Background: an optimization exercise with open tools, aiming at small area. Do not read the settings as production practice. In this exercise RTL edits were held to simulation tests only and were not proved equivalent to the original. The flow treats the clock pin as an ideal source, which a real chip does not have. Power is estimated from default activity; no workload was simulated.

==> build 25 <==
Design relay_codec, start of the top module:
module relay_codec (
    input  wire        clk,
    input  wire        rst,
    input  wire [7:0]  dev_addr,
    input  wire        enabled,
    input  wire        cmd_valid,
    output wire        cmd_ready,
    input  wire [2:0]  cmd_op,
    input  wire [15:0] cmd_start,
    input  wire [15:0] cmd_count,
    input  wire [3:0]  cmd_channel,
    input  wire        cmd_on,
    input  wire [7:0]  cmd_states,
    input  wire [3:0]  cmd_states_len,
    input  wire        cmd_open_ok,
    output wire        tx_valid,
    output wire [7:0]  tx_data,
    input  wire        tx_ready,
    input  wire        tx_timeout,
    input  wire        rx_valid,
    input  wire [7:0]  rx_data,
    input  wire        rx_timeout,
    input  wire        io_fault,
    output wire        res_valid,
    input  wire        res_ready,
    output wire [2:0]  res_kind,
    output wire [2:0]  res_sub,
    output wire [8:0]  res_count,
    output wire [7:0]  res_code,
    output wire [7:0]  res_fc,
    output wire        coil_valid,
    input  wire        coil_ready,
    output wire [7:0]  coil_data,
    output wire        coil_last
);
==> flow/config.mk <==
export PLATFORM = sky130hd
export DESIGN_NAME = relay_codec
export DESIGN_NICKNAME = relay_codec
export VERILOG_FILES = /design/flow/design.v
export SDC_FILE = /design/flow/constraint.sdc
export NUM_CORES = 4
export LEC_CHECK = 0
export CAP_MARGIN = 20
export CORE_MARGIN = 2
export CORE_UTILIZATION = 74
export PLACE_DENSITY = 0.82
export SLEW_MARGIN = 20
==> flow/constraint.sdc <==
create_clock -name core_clock -period 10.0 [get_ports {clk}]
set_input_delay 2.0000 -clock core_clock [delete_from_list [all_inputs] [get_ports {clk}]]
set_output_delay 2.0000 -clock core_clock [all_outputs]
set_load 0.01 [all_outputs]
standard.sh (not shown) runs the stock make flow with config.mk's settings and CLKGATE_MAP_FILE= SYNTH_SCRIPT=/design/flow/synth_recipe.tcl, a recipe that flattens the netlist after the stock synthesis.
==> flow/flow/run.sh <==
#!/bin/bash
set -euo pipefail
export BUFFER_PORTS_ARGS="-buffer_cell sky130_fd_sc_hd__buf_1"
RES=orfs/results/sky130hd/relay_codec/base
LOGS=orfs/logs/sky130hd/relay_codec/base
base="-sink_clustering_enable -repair_clock_nets -dont_use_dummy_load -buf_list sky130_fd_sc_hd__buf_12"
tries=(
  "-sink_clustering_size 28 -sink_clustering_max_diameter 60"
  "-sink_clustering_size 32 -sink_clustering_max_diameter 60"
  "-sink_clustering_size 30 -sink_clustering_max_diameter 50"
  "-sink_clustering_size 26 -sink_clustering_max_diameter 70"
  "-sink_clustering_size 28 -sink_clustering_max_diameter 50"
  "-sink_clustering_size 24 -sink_clustering_max_diameter 60"
  "-sink_clustering_size 26 -sink_clustering_max_diameter 50"
  "-sink_clustering_size 28 -sink_clustering_max_diameter 45"
  "-sink_clustering_size 22 -sink_clustering_max_diameter 60"
  "-sink_clustering_size 20 -sink_clustering_max_diameter 40"
)
best=""
best_area=""
i=0
for t in "${tries[@]}"; do
  i=$((i + 1))
  rm -f $RES/4_* $LOGS/4_*
  export CTS_ARGS="$base $t"
  echo "CTS try $i: $CTS_ARGS" >> cts_tries.log
  if ! bash standard.sh cts > standard_cts_$i.log 2>&1; then
    echo "  failed" >> cts_tries.log
    continue
  fi
  CTS_ODB=$RES/4_cts.odb CTS_SDC=$RES/4_cts.sdc SLEW_OUT=slew_$i.txt \
    openroad -no_init -exit flow/clk_slew.tcl > slew_$i.log 2>&1 || continue
  read -r s a < slew_$i.txt
  echo "  largest clock pin slew $s ns, cell area $a um2" >> cts_tries.log
  if awk -v s="$s" -v a="$a" -v b="${best_area:-1e99}" 'BEGIN { exit !(s <= 0.112 && a < b) }'; then
    best=$i
    best_area=$a
    rm -rf keep
    mkdir -p keep/res keep/logs
    cp $RES/4_* keep/res/
    cp $LOGS/4_* keep/logs/
  fi
done
rm -f $RES/4_* $LOGS/4_*
if [[ -n "$best" ]]; then
  echo "kept try $best" >> cts_tries.log
  cp keep/res/* $RES/
  cp keep/logs/* $LOGS/
else
  echo "none qualified: ORFS default CTS" >> cts_tries.log
  unset CTS_ARGS
  bash standard.sh cts > standard_cts_default.log 2>&1
fi
bash standard.sh finish > standard.log 2>&1
==> flow/flow/clk_slew.tcl <==
# After CTS: the largest slew at a flip-flop clock pin (ns, with placement
# parasitics) and the total cell area (um2), written to the file named by
# SLEW_OUT as "slew area".
set plat $::env(FLOW_HOME)/platforms/sky130hd
read_lef $plat/lef/sky130_fd_sc_hd.tlef
read_lef $plat/lef/sky130_fd_sc_hd_merged.lef
read_liberty $plat/lib/sky130_fd_sc_hd__tt_025C_1v80.lib
read_db $::env(CTS_ODB)
read_sdc $::env(CTS_SDC)
source $plat/setRC.tcl
estimate_parasitics -placement
set mx 0
foreach pin [get_pins -hierarchical */CLK] {
  set s [get_property $pin slew_max]
  if {$s > $mx} { set mx $s }
}
set area 0
foreach inst [[ord::get_db_block] getInsts] {
  set m [$inst getMaster]
  set area [expr {$area + [$m getWidth] * [$m getHeight] / 1e6}]
}
puts "largest clock pin slew: $mx ns, cell area: $area um2"
set f [open $::env(SLEW_OUT) w]
puts $f "$mx $area"
close $f
==> trial 55: changes against build 25 <==
==> flow/flow/run.sh (replaced) <==
#!/bin/bash
set -euo pipefail
export BUFFER_PORTS_ARGS="-buffer_cell sky130_fd_sc_hd__buf_1"
RES=orfs/results/sky130hd/relay_codec/base
LOGS=orfs/logs/sky130hd/relay_codec/base
base="-sink_clustering_enable -repair_clock_nets -dont_use_dummy_load -buf_list sky130_fd_sc_hd__buf_12"
tries=(
  "-sink_clustering_size 28 -sink_clustering_max_diameter 60"
  "-sink_clustering_size 32 -sink_clustering_max_diameter 60"
  "-sink_clustering_size 30 -sink_clustering_max_diameter 50"
  "-sink_clustering_size 26 -sink_clustering_max_diameter 70"
  "-sink_clustering_size 28 -sink_clustering_max_diameter 50"
  "-sink_clustering_size 24 -sink_clustering_max_diameter 60"
  "-sink_clustering_size 26 -sink_clustering_max_diameter 50"
  "-sink_clustering_size 28 -sink_clustering_max_diameter 45"
  "-sink_clustering_size 22 -sink_clustering_max_diameter 60"
  "-sink_clustering_size 20 -sink_clustering_max_diameter 40"
)
: > cts_tries.log
i=0
for t in "${tries[@]}"; do
  i=$((i + 1))
  rm -f $RES/4_* $LOGS/4_*
  export CTS_ARGS="$base $t"
  echo "CTS try $i: $CTS_ARGS" >> cts_tries.log
  if ! bash standard.sh cts > standard_cts_$i.log 2>&1; then
    echo "  failed" >> cts_tries.log
    continue
  fi
  CTS_ODB=$RES/4_cts.odb CTS_SDC=$RES/4_cts.sdc SLEW_OUT=slew_$i.txt \
    openroad -no_init -exit flow/clk_slew.tcl > slew_$i.log 2>&1 || continue
  read -r s a < slew_$i.txt
  echo "  largest clock pin slew $s ns, cell area $a um2" >> cts_tries.log
  echo "$i $s $a" >> cts_results.txt
  mkdir -p keep_$i/res keep_$i/logs
  cp $RES/4_* keep_$i/res/
  cp $LOGS/4_* keep_$i/logs/
done

# the try with the least area whose slew is at most $1 ns, or nothing
pick() {
  [[ -f cts_results.txt ]] || return 0
  awk -v lim="$1" '$2 <= lim { print $3, $1 }' cts_results.txt | sort -g | head -1 | awk '{ print $2 }'
}

finish_with() {
  rm -f $RES/4_* $LOGS/4_* $RES/5_* $LOGS/5_* $RES/6_* $LOGS/6_*
  if [[ -n "$1" ]]; then
    echo "finishing with try $1" >> cts_tries.log
    cp keep_$1/res/* $RES/
    cp keep_$1/logs/* $LOGS/
  else
    echo "finishing with ORFS default CTS" >> cts_tries.log
    unset CTS_ARGS
    bash standard.sh cts > standard_cts_default.log 2>&1
  fi
  bash standard.sh finish > standard_$2.log 2>&1
}

final_slew_ok() {
  FINAL_ODB=$RES/6_final.odb FINAL_SDC=$RES/6_final.sdc FINAL_SPEF=$RES/6_final.spef \
    SLEW_OUT=final_slew_$1.txt openroad -no_init -exit flow/final_slew.tcl > final_slew_$1.log 2>&1 || return 1
  s=$(cat final_slew_$1.txt)
  echo "  after routing: largest clock pin slew $s ns" >> cts_tries.log
  awk -v s="$s" 'BEGIN { exit !(s <= 0.120) }'
}

first=$(pick 0.124)
finish_with "$first" 1
if ! final_slew_ok 1; then
  second=$(pick 0.114)
  if [[ -n "$second" && "$second" != "$first" ]]; then
    finish_with "$second" 2
    final_slew_ok 2 || finish_with "" 3
  else
    finish_with "" 3
  fi
fi
==> flow/flow/final_slew.tcl (new file) <==
# After finish: the largest flip-flop clock-pin slew (ns) with the final
# layout's extracted parasitics, written to the file named by SLEW_OUT.
set plat $::env(FLOW_HOME)/platforms/sky130hd
read_lef $plat/lef/sky130_fd_sc_hd.tlef
read_lef $plat/lef/sky130_fd_sc_hd_merged.lef
read_liberty $plat/lib/sky130_fd_sc_hd__tt_025C_1v80.lib
read_db $::env(FINAL_ODB)
read_sdc $::env(FINAL_SDC)
read_spef $::env(FINAL_SPEF)
set mx 0
foreach pin [get_pins -hierarchical */CLK] {
  set s [get_property $pin slew_max]
  if {$s > $mx} { set mx $s }
}
puts "largest clock pin slew after routing: $mx"
set f [open $::env(SLEW_OUT) w]
puts $f $mx
close $f
==> trial 54: changes against build 25 <==
--- a/flow/design.v
+++ b/flow/design.v
@@ -66,15 +66,14 @@
     localparam F_NONE = 2'd3;
     localparam S_IDLE  = 3'd0;
     localparam S_TX    = 3'd1;
     localparam S_RX    = 3'd2;
     localparam S_RES   = 3'd3;
     localparam S_ALIGN = 3'd4;    
     localparam S_COIL  = 3'd5;
-    localparam S_CHECK = 3'd6;    
     localparam NL = 10;
     localparam NR = 25;
     reg  [2:0]  state,     state_n;
     reg         port_open, port_open_n;
     reg         disposed,  disposed_n;
     reg  [1:0]  fk,        fk_n;       
     reg  [15:0] q,         q_n;
@@ -104,44 +103,44 @@
     wire [2:0]  chan_index  = cmd_channel[2:0] - 3'd1;
     wire        is_read = (fk == F_READ);
     wire        is_chan = (fk == F_CHAN);
     wire        is_all  = (fk == F_ALL);
     wire [6:0]  fc7     = is_read ? 7'h01 : is_chan ? 7'h05 : 7'h0F;
     wire [3:0]  tx_last = is_all ? 4'd9 : 4'd7;
     wire        tx_body = is_all ? (cnt[3:0] < 4'd8) : (cnt[3:0] < 4'd6);
-    wire        tx_crc  = is_all ? (cnt[3:1] == 3'd4) : (cnt[3:1] == 3'd3);
-    reg  [7:0]  tx_body_byte;
+    reg  [7:0]  tx_byte;
     always @(*) begin
-        case (cnt[2:0])
-        3'd0: tx_body_byte = dev_addr;
-        3'd1: tx_body_byte = {1'b0, fc7};
-        3'd2: tx_body_byte = is_read ? rq_a[15:8] : 8'h00;
-        3'd3: tx_body_byte = is_all ? 8'h00 : rq_a[7:0];
-        3'd4: tx_body_byte = is_chan ? rq_a[15:8] : {5'd0, qty[10:8]};
-        3'd5: tx_body_byte = qty[7:0];
-        3'd6: tx_body_byte = 8'h01;
-        default: tx_body_byte = rq_a[15:8];
+        case (cnt[3:0])
+        4'd0: tx_byte = dev_addr;
+        4'd1: tx_byte = {1'b0, fc7};
+        4'd2: tx_byte = is_read ? rq_a[15:8] : 8'h00;
+        4'd3: tx_byte = is_all ? 8'h00 : rq_a[7:0];
+        4'd4: tx_byte = is_chan ? rq_a[15:8] : {5'd0, qty[10:8]};
+        4'd5: tx_byte = qty[7:0];
+        4'd6: tx_byte = is_all ? 8'h01 : crc[7:0];
+        4'd7: tx_byte = is_all ? rq_a[15:8] : crc[15:8];
+        4'd8: tx_byte = crc[7:0];
+        default: tx_byte = crc[15:8];
         endcase
     end
-    wire [7:0]  tx_byte = tx_crc ? (cnt[0] ? crc[15:8] : crc[7:0]) : tx_body_byte;
     assign tx_data  = tx_byte;
     assign tx_valid = (state == S_TX);
     wire [15:0] crc_next;
     crc16_byte u_crc (
         .crc_in (crc),
         .data   ((state == S_TX) ? tx_byte : rx_data),
         .crc_out(crc_next)
     );
     wire [8:0]  rx_n    = cnt + 9'd1;
     wire        exc_now = (cnt == 9'd1) ? rx_data[7] : exc;
     wire        rx_done = exc_now ? (cnt == 9'd4) :
                           !is_read ? (cnt == 9'd7) :
                           (cnt == {1'b0, b2} + 9'd4);
     wire [7:0]  want_bc = qty[10:3] + {7'd0, qty[2:0] != 3'd0};
-    wire        crc_ok  = (crc == 16'h0000);
+    wire        crc_ok  = (crc_next == 16'h0000);
     wire        coils   = (r_kind == K_OK) && is_read;
     wire        m_full  = (m_hi == NR);
     wire        capture = (state == S_RX) && rx_valid && !io_fault && !rx_timeout &&
                           (cnt >= 9'd3);
     wire [7:0]  exit_b  = ring[NR-1][8*NL-1 -: 8];
     wire [7:0]  tail_mask = (qty[2:0] == 3'd0) ? 8'hFF : ((8'h01 << qty[2:0]) - 8'h01);
     wire [3:0]  phase_n = (phase == NL - 1) ? 4'd0 : phase + 4'd1;
@@ -300,37 +299,34 @@
                 if (cnt == 9'd1) begin
                     exc_n   = rx_data[7];
                     fc_eq_n = (rx_data[6:0] == fc7);
                 end
                 if (cnt == 9'd2) b2_n = rx_data;
                 if (rx_done) begin
                     cnt_n   = 9'd0;
-                    state_n = S_CHECK;
+                    state_n = S_RES;
+                    if (!crc_ok) begin
+                        r_kind_n = K_PROTOCOL; r_sub_n = 3'd1;
+                    end else if (!addr_ok) begin
+                        r_kind_n = K_PROTOCOL; r_sub_n = 3'd2;
+                    end else if (exc) begin
+                        r_kind_n = K_PROTOCOL;
+                        r_sub_n  = fc_eq ? 3'd5 : 3'd3;
+                    end else if (!fc_eq) begin
+                        r_kind_n = K_PROTOCOL; r_sub_n = 3'd3;
+                    end else if (is_read && b2 != want_bc) begin
+                        r_kind_n = K_PROTOCOL; r_sub_n = 3'd4;
+                    end else begin
+                        r_kind_n = K_OK; r_sub_n = 3'd0;
+                        if (is_read)
+                            state_n = S_ALIGN;
+                    end
                 end
             end
         end
-        S_CHECK: begin
-            state_n = S_RES;
-            if (!crc_ok) begin
-                r_kind_n = K_PROTOCOL; r_sub_n = 3'd1;
-            end else if (!addr_ok) begin
-                r_kind_n = K_PROTOCOL; r_sub_n = 3'd2;
-            end else if (exc) begin
-                r_kind_n = K_PROTOCOL;
-                r_sub_n  = fc_eq ? 3'd5 : 3'd3;
-            end else if (!fc_eq) begin
-                r_kind_n = K_PROTOCOL; r_sub_n = 3'd3;
-            end else if (is_read && b2 != want_bc) begin
-                r_kind_n = K_PROTOCOL; r_sub_n = 3'd4;
-            end else begin
-                r_kind_n = K_OK; r_sub_n = 3'd0;
-                if (is_read)
-                    state_n = S_ALIGN;
-            end
-        end
         S_ALIGN: begin
             if (m_full)
                 state_n = S_RES;
         end
         S_RES: begin
             if (res_ready) begin
                 m_lo_n  = 4'd0;
--- a/flow/flow/run.sh
+++ b/flow/flow/run.sh
@@ -28,15 +28,15 @@
     echo "  failed" >> cts_tries.log
     continue
   fi
   CTS_ODB=$RES/4_cts.odb CTS_SDC=$RES/4_cts.sdc SLEW_OUT=slew_$i.txt \
     openroad -no_init -exit flow/clk_slew.tcl > slew_$i.log 2>&1 || continue
   read -r s a < slew_$i.txt
   echo "  largest clock pin slew $s ns, cell area $a um2" >> cts_tries.log
-  if awk -v s="$s" -v a="$a" -v b="${best_area:-1e99}" 'BEGIN { exit !(s <= 0.112 && a < b) }'; then
+  if awk -v s="$s" -v a="$a" -v b="${best_area:-1e99}" 'BEGIN { exit !(s <= 0.120 && a < b) }'; then
     best=$i
     best_area=$a
     rm -rf keep
     mkdir -p keep/res keep/logs
     cp $RES/4_* keep/res/
     cp $LOGS/4_* keep/logs/
   fi
- CORE_UTILIZATION: 74 -> 70
- PLACE_DENSITY: 0.82 -> 0.8
==> build 28: changes against build 25 <==
==> flow/flow/run.sh (replaced) <==
#!/bin/bash
set -euo pipefail
export BUFFER_PORTS_ARGS="-buffer_cell sky130_fd_sc_hd__buf_1"
RES=orfs/results/sky130hd/relay_codec/base
LOGS=orfs/logs/sky130hd/relay_codec/base
base="-sink_clustering_enable -repair_clock_nets -dont_use_dummy_load -buf_list sky130_fd_sc_hd__buf_12"
tries=(
  "-sink_clustering_size 28 -sink_clustering_max_diameter 60"
  "-sink_clustering_size 32 -sink_clustering_max_diameter 60"
  "-sink_clustering_size 30 -sink_clustering_max_diameter 50"
  "-sink_clustering_size 26 -sink_clustering_max_diameter 70"
  "-sink_clustering_size 28 -sink_clustering_max_diameter 50"
  "-sink_clustering_size 24 -sink_clustering_max_diameter 60"
  "-sink_clustering_size 26 -sink_clustering_max_diameter 50"
  "-sink_clustering_size 28 -sink_clustering_max_diameter 45"
  "-sink_clustering_size 22 -sink_clustering_max_diameter 60"
  "-sink_clustering_size 20 -sink_clustering_max_diameter 40"
)
: > cts_tries.log
i=0
for t in "${tries[@]}"; do
  i=$((i + 1))
  rm -f $RES/4_* $LOGS/4_*
  export CTS_ARGS="$base $t"
  echo "CTS try $i: $CTS_ARGS" >> cts_tries.log
  if ! bash standard.sh cts > standard_cts_$i.log 2>&1; then
    echo "  failed" >> cts_tries.log
    continue
  fi
  CTS_ODB=$RES/4_cts.odb CTS_SDC=$RES/4_cts.sdc SLEW_OUT=slew_$i.txt \
    openroad -no_init -exit flow/clk_slew.tcl > slew_$i.log 2>&1 || continue
  read -r s a < slew_$i.txt
  echo "  largest clock pin slew $s ns, cell area $a um2" >> cts_tries.log
  echo "$i $s $a" >> cts_results.txt
  mkdir -p keep_$i/res keep_$i/logs
  cp $RES/4_* keep_$i/res/
  cp $LOGS/4_* keep_$i/logs/
done

# the try with the least area whose slew is at most $1 ns, or nothing
pick() {
  [[ -f cts_results.txt ]] || return 0
  awk -v lim="$1" '$2 <= lim { print $3, $1 }' cts_results.txt | sort -g | head -1 | awk '{ print $2 }'
}

finish_with() {
  rm -f $RES/4_* $LOGS/4_* $RES/5_* $LOGS/5_* $RES/6_* $LOGS/6_*
  if [[ -n "$1" ]]; then
    echo "finishing with try $1" >> cts_tries.log
    cp keep_$1/res/* $RES/
    cp keep_$1/logs/* $LOGS/
  else
    echo "finishing with ORFS default CTS" >> cts_tries.log
    unset CTS_ARGS
    bash standard.sh cts > standard_cts_default.log 2>&1
  fi
  bash standard.sh finish > standard_$2.log 2>&1
}

final_slew_ok() {
  FINAL_ODB=$RES/6_final.odb FINAL_SDC=$RES/6_final.sdc FINAL_SPEF=$RES/6_final.spef \
    SLEW_OUT=final_slew_$1.txt openroad -no_init -exit flow/final_slew.tcl > final_slew_$1.log 2>&1 || return 1
  s=$(cat final_slew_$1.txt)
  echo "  after routing: largest clock pin slew $s ns" >> cts_tries.log
  awk -v s="$s" 'BEGIN { exit !(s <= 0.118) }'
}

first=$(pick 0.120)
finish_with "$first" 1
if ! final_slew_ok 1; then
  second=$(pick 0.108)
  if [[ -n "$second" && "$second" != "$first" ]]; then
    finish_with "$second" 2
    final_slew_ok 2 || finish_with "" 3
  else
    finish_with "" 3
  fi
fi
==> flow/flow/final_slew.tcl (new file) <==
# After finish: the largest flip-flop clock-pin slew (ns) with the final
# layout's extracted parasitics, written to the file named by SLEW_OUT.
set plat $::env(FLOW_HOME)/platforms/sky130hd
read_lef $plat/lef/sky130_fd_sc_hd.tlef
read_lef $plat/lef/sky130_fd_sc_hd_merged.lef
read_liberty $plat/lib/sky130_fd_sc_hd__tt_025C_1v80.lib
read_db $::env(FINAL_ODB)
read_sdc $::env(FINAL_SDC)
read_spef $::env(FINAL_SPEF)
set mx 0
foreach pin [get_pins -hierarchical */CLK] {
  set s [get_property $pin slew_max]
  if {$s > $mx} { set mx $s }
}
puts "largest clock pin slew after routing: $mx"
set f [open $::env(SLEW_OUT) w]
puts $f $mx
close $f
==> comparison table <==
	build 28	trial 54	build 25	trial 55
Worst-path fanout max	26	19	26	26
Num rows	94	97	94	94
Sw Ratio	0.2152	0.2221	0.2203	0.2240
Highest achievable clock rate	177.7 MHz	159.7 MHz	176.3 MHz	169.3 MHz
Signal buffers share of area	0.01078	0.01162	0.01057	0.01001
Drt first-iter violations	2091	1945	2651	3092
Cell with the largest stage delay on the worst path	sky130_fd_sc_hd__dfxtp_1	sky130_fd_sc_hd__a2111oi_0	sky130_fd_sc_hd__dfxtp_1	sky130_fd_sc_hd__dfxtp_1
Result of the run	complete, no violations	complete, no violations	complete, no violations	complete, no violations
Layout Nets	3373	3427	3425	3455
Post-Route Utilization	0.7946	0.7568	0.8104	0.8557
Share of cell area taken by flip-flops and latches	0.8110	0.7995	0.7952	0.7531
Worst min-delay path startpoint	ring[0][7]	ring[23][3]	ring[0][23]	ring[0][6]
Transition time at the pin with the least slew margin	1121 ps	1089 ps	1177 ps	1120 ps
Multi-input logic cell count	915	950	915	915
Multiplexer fraction of the synthesized cell area	0.004373	0.006007	0.004373	0.004373
Clock-pin slew on the worst setup and hold paths	110 ps	90 ps	60 ps	70 ps
Met3 Routed Length	5497 µm	3893 µm	7220 µm	11030 µm
Area share of fa/ha/maj cells after synthesis	0.003814	0.004038	0.003814	0.003814
Net switching component of the power	0.002735 W	0.002917 W	0.003047 W	0.003572 W
Number of logic inverters in the finished layout	41	37	41	41
VDD IR max	0.0001970 V	0.0002012 V	0.0001815 V	0.0002202 V
Met1 track demand over resource in global routing	0.3822	0.3653	0.3999	0.4265
Area growth from synthesis to layout	6.158%	6.895%	8.260%	14.32%

-- what the ideal ports hide --
In the flow no input, the clock included, has a driving cell. The finished layouts below were timed again as built, in two steps.
Step 1 assumes that a clkbuf_16 drives the clock port and a buf_2 every other input.
Step 2 adds t to the input delays and takes it off the output delays; t is the mean of the earliest and latest rising clock arrival at the registers after step 1. Input paths then give back, and output paths get back, about the clock's delay inside the block.
Slacks: no drivers / after step 1 / after step 2; pairs: no drivers / after step 1.
run | t, ns | setup slack, ns | worst setup path after step 2 | worst register clock-pin slew, ns | pins driven straight from the clock port
build 25 | 0.724 | 4.328 / 4.256 / 4.350 | input to register | 0.10 / 0.10 | 1
trial 55 | 0.834 | 4.094 / 4.017 / 4.156 | input to register | 0.10 / 0.10 | 1
trial 54 | 0.656 | 3.737 / 3.737 / 3.401 | input to register | 0.10 / 0.10 | 1
build 28 | 0.637 | 4.372 / 4.305 / 4.379 | input to register | 0.12 / 0.12 | 1
After both steps setup and hold are still met in every run listed. For trial 54, which loses most, drivers alone change the setup slack by 0.000 ns; drivers and shift together by -0.336 ns.
